This design comes from an exercise in tuning for small area, a short achievable clock period and few clock cycles per item on the open sky130 flow, not from production work.
Where RTL was checked, it was by simulation tests only, not by an equivalence proof against the original. No driver is modelled on the clock port, so clocking that relies on it looks cheaper here than on a real chip.

==> juniper <==
==> flow/design.v <==
module mesi_engine (
    input  wire        clk,
    input  wire        rst,             
    input  wire        req_valid,
    output wire        req_ready,
    input  wire [1:0]  req_core,
    input  wire        req_write,       
    input  wire [31:0] req_addr,
    output reg         rsp_valid,
    output reg         rsp_hit,
    output reg  [1:0]  rsp_state,       
    output reg         rsp_evict,       
    output reg         rsp_writeback,   
    output reg  [31:0] rsp_victim_addr, 
    output reg         rsp_upgrade,     
    output reg         rsp_provided,    
    output reg  [1:0]  rsp_source,      
    output reg         rsp_snoop_wb,    
    output reg  [1:0]  rsp_inval,       
    output reg  [7:0]  rsp_stall        
);
    localparam TAG_W = 26;
    localparam [1:0] ST_I = 2'b00, ST_S = 2'b01, ST_E = 2'b10, ST_M = 2'b11;
    assign req_ready = 1'b1;
    reg [TAG_W*64-1:0] tag_q;
    reg [2*64-1:0]     state_q;
    reg [6*16-1:0]     lru_q;
    reg [15:0]      lw_oh;      
    reg             v1;
    reg [1:0]       c1;
    reg             w1;
    reg [TAG_W-1:0] t1;
    reg [1:0]       s1;
    always @(posedge clk) begin
        v1 <= !rst && req_valid;
        c1 <= req_core;
        w1 <= req_write;
        t1 <= req_addr[31:6];
        s1 <= req_addr[5:4];
    end
    reg             v2;
    reg [1:0]       c2;
    reg             w2;
    reg [TAG_W-1:0] t2;
    reg [1:0]       s2;
    reg [15:0]      m2;         
    reg [TAG_W-1:0] own2 [0:3]; 
    reg             ss2;        
    reg [3:0]       c2oh;       
    reg [3:0]       s2oh;       
    reg [15:0]      cs2oh;      
    reg             st2;        
    reg [1:0]       sq2  [0:15]; 
    reg [5:0]       lo2;         
    reg [TAG_W-1:0] lt [0:15];
    integer i, k;
    always @* begin
        for (i = 0; i < 16; i = i + 1)
        begin
            lt[i] = {TAG_W{1'b0}};
            for (k = 0; k < 4; k = k + 1)
                if (s1 == k[1:0])
                    lt[i] = tag_q[{i[3:2], k[1:0], i[1:0]}*TAG_W +: TAG_W];
        end
    end
    always @(posedge clk) begin
        v2  <= !rst && v1;
        c2  <= c1;
        w2  <= w1;
        t2  <= t1;
        s2  <= s1;
        for (i = 0; i < 16; i = i + 1)
            m2[i] <= (lt[i] == t1);
        for (i = 0; i < 4; i = i + 1)
            own2[i] <= lt[{c1, i[1:0]}];
        ss2 <= (s1 == s2);
        c2oh <= 4'b0001 << c1;
        s2oh <= (!rst && v1) ? 4'b0001 << s1 : 4'b0000;
        cs2oh <= (!rst && v1) ? 16'd1 << {c1, s1} : 16'd0;
        st2 <= (t1 == t2);
    end
    reg [1:0]  st   [0:15];    
    reg [15:0] vm;             
    reg [1:0]  pst  [0:3];     
    reg [3:0]  pv;             
    reg [3:0]  pm;             
    reg [3:0]  pp;             
    reg [3:0]  own_vm;         
    reg        hit;
    reg [1:0]  hit_state;
    reg [5:0]  lru;
    reg [1:0]  ost  [0:3];     
    reg [3:0]  vic_oh;
    reg [1:0]  victim;
    reg        victim_valid;
    reg        victim_m;
    reg [TAG_W-1:0] vtag;
    reg [3:0]  sup;            
    reg        provided;
    reg [1:0]  source;
    reg        any_peer;
    reg        snoop_wb;
    reg [1:0]  copies;
    reg [1:0]  miss_state;
    reg [1:0]  new_state;
    reg [3:0]  touch_oh;
    reg [7:0]  stall;
    reg        upgrade;
    reg [1:0]  nst  [0:15];    
    reg [5:0]  nlru;
    integer c, w;
    always @* begin
        for (i = 0; i < 16; i = i + 1) begin
            st[i] = sq2[i];
            vm[i] = (st[i] != ST_I) && ((ss2 && lw_oh[i]) ? st2 : m2[i]);
        end
        for (c = 0; c < 4; c = c + 1) begin
            pst[c] = ST_I;
            for (w = 0; w < 4; w = w + 1)
                if (vm[c*4+w])
                    pst[c] = pst[c] | st[c*4+w];
            pv[c] = vm[c*4] | vm[c*4+1] | vm[c*4+2] | vm[c*4+3];
            pp[c] = pv[c] && !c2oh[c];
            pm[c] = pp[c] && pst[c] == ST_M;
        end
        own_vm = 4'b0000;
        hit_state = ST_I;
        for (c = 0; c < 4; c = c + 1)
            if (c2oh[c]) begin
                own_vm    = own_vm | vm[c*4 +: 4];
                hit_state = hit_state | pst[c];
            end
        hit = |own_vm;
        for (w = 0; w < 4; w = w + 1) begin
            ost[w] = ST_I;
            for (c = 0; c < 4; c = c + 1)
                if (c2oh[c]) ost[w] = ost[w] | st[c*4+w];
        end
        lru = lo2;
        if (ost[0] == ST_I)      vic_oh = 4'b0001;
        else if (ost[1] == ST_I) vic_oh = 4'b0010;
        else if (ost[2] == ST_I) vic_oh = 4'b0100;
        else if (ost[3] == ST_I) vic_oh = 4'b1000;
        else vic_oh = {lru[2] & lru[4] & lru[5],
                       lru[1] & lru[3] & !lru[5],
                       lru[0] & !lru[3] & !lru[4],
                       !lru[0] & !lru[1] & !lru[2]};
        victim = {vic_oh[3] | vic_oh[2], vic_oh[3] | vic_oh[1]};
        victim_valid = 1'b0;
        victim_m     = 1'b0;
        vtag = {TAG_W{1'b0}};
        for (w = 0; w < 4; w = w + 1)
            if (vic_oh[w]) vtag = vtag | own2[w];
        for (i = 0; i < 16; i = i + 1)
            if (c2oh[i/4] && vic_oh[i%4]) begin
                victim_valid = victim_valid | (st[i] != ST_I);
                victim_m     = victim_m | (st[i] == ST_M);
            end
        any_peer = |pp;
        sup      = w2 ? pm : pp;
        provided = !hit && |sup;
        source   = sup[0] ? 2'd0 : sup[1] ? 2'd1 : sup[2] ? 2'd2 : 2'd3;
        snoop_wb = !hit && |pm;
        case (pp)
            4'b0000:                                     copies = 2'd0;
            4'b0001, 4'b0010, 4'b0100, 4'b1000:          copies = 2'd1;
            4'b0111, 4'b1011, 4'b1101, 4'b1110, 4'b1111: copies = 2'd3;
            default:                                     copies = 2'd2;
        endcase
        upgrade = hit && w2 && hit_state == ST_S;
        miss_state = w2 ? ST_M : (any_peer ? ST_S : ST_E);
        new_state  = hit ? (w2 ? ST_M : hit_state) : miss_state;
        touch_oh   = hit ? own_vm : vic_oh;
        case ({hit, victim_m, |sup})
            3'b000:  stall = 8'd100;
            3'b001:  stall = 8'd8;
            3'b010:  stall = 8'd200;
            3'b011:  stall = 8'd108;
            default: stall = 8'd0;
        endcase
        for (i = 0; i < 16; i = i + 1) begin
            nst[i] = st[i];
            if (c2oh[i/4]) begin
                if (vm[i])
                    nst[i] = w2 ? ST_M : st[i];
                else if (!hit && vic_oh[i%4])
                    nst[i] = miss_state;
            end else if (vm[i]) begin
                nst[i] = w2 ? ST_I : ST_S;
            end
        end
        nlru = lru;
        if (touch_oh[0]) begin nlru[0] = 1'b1; nlru[1] = 1'b1; nlru[2] = 1'b1; end
        if (touch_oh[1]) begin nlru[0] = 1'b0; nlru[3] = 1'b1; nlru[4] = 1'b1; end
        if (touch_oh[2]) begin nlru[1] = 1'b0; nlru[3] = 1'b0; nlru[5] = 1'b1; end
        if (touch_oh[3]) begin nlru[2] = 1'b0; nlru[4] = 1'b0; nlru[5] = 1'b0; end
    end
    integer l;
    always @(posedge clk) begin
        if (rst) begin
            for (l = 0; l < 64; l = l + 1)
                state_q[l*2 +: 2] <= ST_I;
        end else begin
            for (i = 0; i < 16; i = i + 1)
                for (k = 0; k < 4; k = k + 1)
                    if (s2oh[k])
                        state_q[{i[3:2], k[1:0], i[1:0]}*2 +: 2] <= nst[i];
        end
        for (k = 0; k < 16; k = k + 1)
            if (cs2oh[k])
                lru_q[k*6 +: 6] <= nlru;
        for (i = 0; i < 16; i = i + 1)
            lw_oh[i] <= !rst && v2 && !hit && c2oh[i/4] && vic_oh[i%4];
        for (i = 0; i < 16; i = i + 1)
            for (k = 0; k < 4; k = k + 1)
                if (!hit && cs2oh[{i[3:2], k[1:0]}] && vic_oh[i%4])
                    tag_q[{i[3:2], k[1:0], i[1:0]}*TAG_W +: TAG_W] <= t2;
        rsp_valid       <= !rst && v2;
        rsp_hit         <= hit;
        rsp_state       <= new_state;
        rsp_evict       <= !hit && victim_valid;
        rsp_writeback   <= !hit && victim_m;
        rsp_victim_addr <= {vtag, s2, 4'b0000};
        rsp_upgrade     <= upgrade;
        rsp_provided    <= provided;
        rsp_source      <= source;
        rsp_snoop_wb    <= snoop_wb;
        rsp_inval       <= hit ? {1'b0, upgrade} : (w2 ? copies : 2'd0);
        rsp_stall       <= stall;
    end
    reg [1:0] sr [0:15];
    reg [5:0] lr;
    always @* begin
        for (i = 0; i < 16; i = i + 1) begin
            sr[i] = ST_I;
            for (k = 0; k < 4; k = k + 1)
                if (s1 == k[1:0])
                    sr[i] = state_q[{i[3:2], k[1:0], i[1:0]}*2 +: 2];
        end
        lr = 6'd0;
        for (k = 0; k < 16; k = k + 1)
            if ({c1, s1} == k[3:0])
                lr = lru_q[k*6 +: 6];
    end
    always @(posedge clk) begin
        for (i = 0; i < 16; i = i + 1)
            sq2[i] <= (v2 && s1 == s2) ? nst[i] : sr[i];
        lo2 <= (v2 && s1 == s2 && c1 == c2) ? nlru : lr;
    end
endmodule
==> flow/flow/run.sh <==
#!/bin/bash
# Standard synthesis, then the standard layout steps with a tighter setup
# target for the resizer's timing repair (the SDC is unchanged) and larger
# clock-tree sink clusters without dummy loads.
set -euo pipefail
bash standard.sh synth > synth.log 2>&1
bash standard.sh SETUP_SLACK_MARGIN=8.35 \
  "CTS_ARGS=-sink_clustering_enable -repair_clock_nets -dont_use_dummy_load -sink_clustering_size 30 -sink_clustering_max_diameter 80" \
  finish > layout.log 2>&1
==> flow/standard.sh <==
#!/bin/bash
# synth_recipe.tcl (not shown) runs the flow's synth.tcl, then flattens the netlist and writes it again
# the make line also repeats each setting of config.mk as NAME=value (left out here)
make -C /OpenROAD-flow-scripts/flow DESIGN_CONFIG=/design/flow/config.mk WORK_HOME=/design/flow/orfs CLKGATE_MAP_FILE= SYNTH_SCRIPT=/design/flow/synth_recipe.tcl "${@:-finish}"
==> flow/config.mk <==
export PLATFORM = sky130hd
export DESIGN_NAME = mesi_engine
export DESIGN_NICKNAME = mesi_engine
export VERILOG_FILES = /design/flow/design.v
export SDC_FILE = /design/flow/constraint.sdc
export NUM_CORES = 4
export LEC_CHECK = 0
export CAP_MARGIN = 20
export CORE_MARGIN = 2
export CORE_UTILIZATION = 60
export SLEW_MARGIN = 20
==> flow/constraint.sdc <==
create_clock -name core_clock -period 12.0 [get_ports {clk}]
set_input_delay 2.4000 -clock core_clock [delete_from_list [all_inputs] [get_ports {clk}]]
set_output_delay 2.4000 -clock core_clock [all_outputs]
set_load 0.01 [all_outputs]
==> inputs of nickel, as changes to juniper <==
--- a/flow/design.v
+++ b/flow/design.v
@@ -47,11 +47,9 @@
     reg [TAG_W-1:0] own2 [0:3]; 
     reg             ss2;        
     reg [3:0]       c2oh;       
-    reg [3:0]       s2oh;       
-    reg [15:0]      cs2oh;      
     reg             st2;        
     reg [1:0]       sq2  [0:15]; 
-    reg [5:0]       lo2;         
+    reg [5:0]       lq2  [0:3];  
     reg [TAG_W-1:0] lt [0:15];
     integer i, k;
     always @* begin
@@ -75,8 +73,6 @@
             own2[i] <= lt[{c1, i[1:0]}];
         ss2 <= (s1 == s2);
         c2oh <= 4'b0001 << c1;
-        s2oh <= (!rst && v1) ? 4'b0001 << s1 : 4'b0000;
-        cs2oh <= (!rst && v1) ? 16'd1 << {c1, s1} : 16'd0;
         st2 <= (t1 == t2);
     end
     reg [1:0]  st   [0:15];    
@@ -89,7 +85,7 @@
     reg        hit;
     reg [1:0]  hit_state;
     reg [5:0]  lru;
-    reg [1:0]  ost  [0:3];     
+    reg [3:0]  vic [0:3];
     reg [3:0]  vic_oh;
     reg [1:0]  victim;
     reg        victim_valid;
@@ -131,20 +127,24 @@
                 hit_state = hit_state | pst[c];
             end
         hit = |own_vm;
-        for (w = 0; w < 4; w = w + 1) begin
-            ost[w] = ST_I;
-            for (c = 0; c < 4; c = c + 1)
-                if (c2oh[c]) ost[w] = ost[w] | st[c*4+w];
-        end
-        lru = lo2;
-        if (ost[0] == ST_I)      vic_oh = 4'b0001;
-        else if (ost[1] == ST_I) vic_oh = 4'b0010;
-        else if (ost[2] == ST_I) vic_oh = 4'b0100;
-        else if (ost[3] == ST_I) vic_oh = 4'b1000;
-        else vic_oh = {lru[2] & lru[4] & lru[5],
-                       lru[1] & lru[3] & !lru[5],
-                       lru[0] & !lru[3] & !lru[4],
-                       !lru[0] & !lru[1] & !lru[2]};
+        for (c = 0; c < 4; c = c + 1) begin
+            lru = lq2[c];
+            if (st[c*4+0] == ST_I)      vic[c] = 4'b0001;
+            else if (st[c*4+1] == ST_I) vic[c] = 4'b0010;
+            else if (st[c*4+2] == ST_I) vic[c] = 4'b0100;
+            else if (st[c*4+3] == ST_I) vic[c] = 4'b1000;
+            else vic[c] = {lru[2] & lru[4] & lru[5],
+                           lru[1] & lru[3] & !lru[5],
+                           lru[0] & !lru[3] & !lru[4],
+                           !lru[0] & !lru[1] & !lru[2]};
+        end
+        vic_oh = 4'b0000;
+        lru = 6'd0;
+        for (c = 0; c < 4; c = c + 1)
+            if (c2oh[c]) begin
+                vic_oh = vic_oh | vic[c];
+                lru    = lru | lq2[c];
+            end
         victim = {vic_oh[3] | vic_oh[2], vic_oh[3] | vic_oh[1]};
         victim_valid = 1'b0;
         victim_m     = 1'b0;
@@ -200,20 +200,22 @@
         if (rst) begin
             for (l = 0; l < 64; l = l + 1)
                 state_q[l*2 +: 2] <= ST_I;
-        end else begin
+        end else if (v2) begin
             for (i = 0; i < 16; i = i + 1)
                 for (k = 0; k < 4; k = k + 1)
-                    if (s2oh[k])
+                    if (s2 == k[1:0])
                         state_q[{i[3:2], k[1:0], i[1:0]}*2 +: 2] <= nst[i];
         end
-        for (k = 0; k < 16; k = k + 1)
-            if (cs2oh[k])
-                lru_q[k*6 +: 6] <= nlru;
+        if (v2) begin
+            for (k = 0; k < 16; k = k + 1)
+                if ({c2, s2} == k[3:0])
+                    lru_q[k*6 +: 6] <= nlru;
+        end
         for (i = 0; i < 16; i = i + 1)
             lw_oh[i] <= !rst && v2 && !hit && c2oh[i/4] && vic_oh[i%4];
         for (i = 0; i < 16; i = i + 1)
             for (k = 0; k < 4; k = k + 1)
-                if (!hit && cs2oh[{i[3:2], k[1:0]}] && vic_oh[i%4])
+                if (v2 && !hit && c2oh[i/4] && vic_oh[i%4] && s2 == k[1:0])
                     tag_q[{i[3:2], k[1:0], i[1:0]}*TAG_W +: TAG_W] <= t2;
         rsp_valid       <= !rst && v2;
         rsp_hit         <= hit;
@@ -229,7 +231,7 @@
         rsp_stall       <= stall;
     end
     reg [1:0] sr [0:15];
-    reg [5:0] lr;
+    reg [5:0] lr [0:3];
     always @* begin
         for (i = 0; i < 16; i = i + 1) begin
             sr[i] = ST_I;
@@ -237,14 +239,17 @@
                 if (s1 == k[1:0])
                     sr[i] = state_q[{i[3:2], k[1:0], i[1:0]}*2 +: 2];
         end
-        lr = 6'd0;
-        for (k = 0; k < 16; k = k + 1)
-            if ({c1, s1} == k[3:0])
-                lr = lru_q[k*6 +: 6];
+        for (c = 0; c < 4; c = c + 1) begin
+            lr[c] = 6'd0;
+            for (k = 0; k < 4; k = k + 1)
+                if (s1 == k[1:0])
+                    lr[c] = lru_q[{c[1:0], k[1:0]}*6 +: 6];
+        end
     end
     always @(posedge clk) begin
         for (i = 0; i < 16; i = i + 1)
             sq2[i] <= (v2 && s1 == s2) ? nst[i] : sr[i];
-        lo2 <= (v2 && s1 == s2 && c1 == c2) ? nlru : lr;
+        for (c = 0; c < 4; c = c + 1)
+            lq2[c] <= (v2 && s1 == s2 && c2 == c[1:0]) ? nlru : lr[c];
     end
 endmodule
--- a/flow/flow/run.sh
+++ b/flow/flow/run.sh
@@ -4,6 +4,6 @@
 # clock-tree sink clusters without dummy loads.
 set -euo pipefail
 bash standard.sh synth > synth.log 2>&1
-bash standard.sh SETUP_SLACK_MARGIN=8.35 \
+bash standard.sh SETUP_SLACK_MARGIN=8.15 \
   "CTS_ARGS=-sink_clustering_enable -repair_clock_nets -dont_use_dummy_load -sink_clustering_size 30 -sink_clustering_max_diameter 80" \
   finish > layout.log 2>&1
==> inputs of yarrow, as changes to juniper <==
==> flow/flow/run.sh (replaced) <==
#!/bin/bash
# Standard synthesis, then the standard layout steps with a tighter setup
# target for the resizer's timing repair (the SDC is unchanged) and larger
# clock-tree sink clusters without dummy loads.
set -euo pipefail
bash standard.sh synth > synth.log 2>&1
bash standard.sh SETUP_SLACK_MARGIN=8.5 \
  "CTS_ARGS=-sink_clustering_enable -repair_clock_nets -dont_use_dummy_load -sink_clustering_size 30 -sink_clustering_max_diameter 100" \
  finish > layout.log 2>&1
CORE_UTILIZATION = 70   (was 60)
PLACE_DENSITY = 0.75   (was not set)
==> key figures <==
Flow run
  • Max-cap violations: 0

Clock tree
  • CTS resizes: 357

Placed design
  • Placement Setup Slack: 7.094 ns

Global route
  • Vias in the first global route: 46793
  • Met3 GRT Util: 0.09969

Status
  • Status: no timing/DRC/antenna violations
# the run above: yarrow

==> key figures <==
Status
  • Status: no timing/DRC/antenna violations

Logic synthesis
  • Yosys warns: 9

Global route
  • Met3 GRT Util: 0.07009

Flow run
  • Max-cap violations: 0

Setup path
  • CP max stage delay: 0.41 ns

Floorplan
  • Die area: 148400 um^2

Placed design
  • Placement Setup Slack: 7.043 ns

Finish
  • Seq. cell area: 61720 um^2
# the run above: juniper

==> key figures <==
Flow run
  • Max-cap violations: 1

Timing
  • Pins over their slew limit: 7

Status
  • Layout check failures: max-capacitance violations, max-slew violations
  • Status: complete, but fails checks

Global route
  • Met3 GRT Util: 0.06603
  • Vias in the first global route: 46008

Placed design
  • Placement Setup Slack: 7.004 ns

Clock tree
  • CTS resizes: 118
# the run above: nickel

Testbench counts of juniper, summed over its fixed seeds: cycles 32,024, items 32,000.
Testbench counts of yarrow, summed over its fixed seeds: cycles 32,024, items 32,000.
For nickel, only the layout was checked, not whether the RTL still works.

## separate check: timing with driven ports
No port has a modelled driver above. Below, the same layouts with a new extraction and two added sets of constraints. Step 1 sets driving cells, clkbuf_16 on the clock port and buf_2 on the other inputs (assumed; they add their load-dependent delay and slew). Step 2 also shifts input and output timing later by t, the mid clock arrival at the registers, as if the neighbouring blocks saw the same clock. Three values: ideal ports, drivers, drivers and shift; two values: the first two.
| run | shift t [ns] | slack for setup (ns) | worst setup path after step 2 | latest minus earliest clock arrival (ns) | worst register clock-pin slew, ns |
|---|---|---|---|---|---|
| juniper | 0.807 | 8.318 / 8.234 / 7.712 | input to register | 0.102 / 0.102 | 0.12 / 0.12 |
| nickel | 0.805 | 7.896 / 7.896 / 7.764 | input to register | 0.133 / 0.133 | 0.12 / 0.12 |
| yarrow | 0.803 | 8.367 / 8.284 / 7.700 | input to register | 0.070 / 0.070 | 0.12 / 0.12 |
The setup slack of yarrow, which loses most, moves by -0.083 ns with the drivers and by -0.667 ns with both steps.
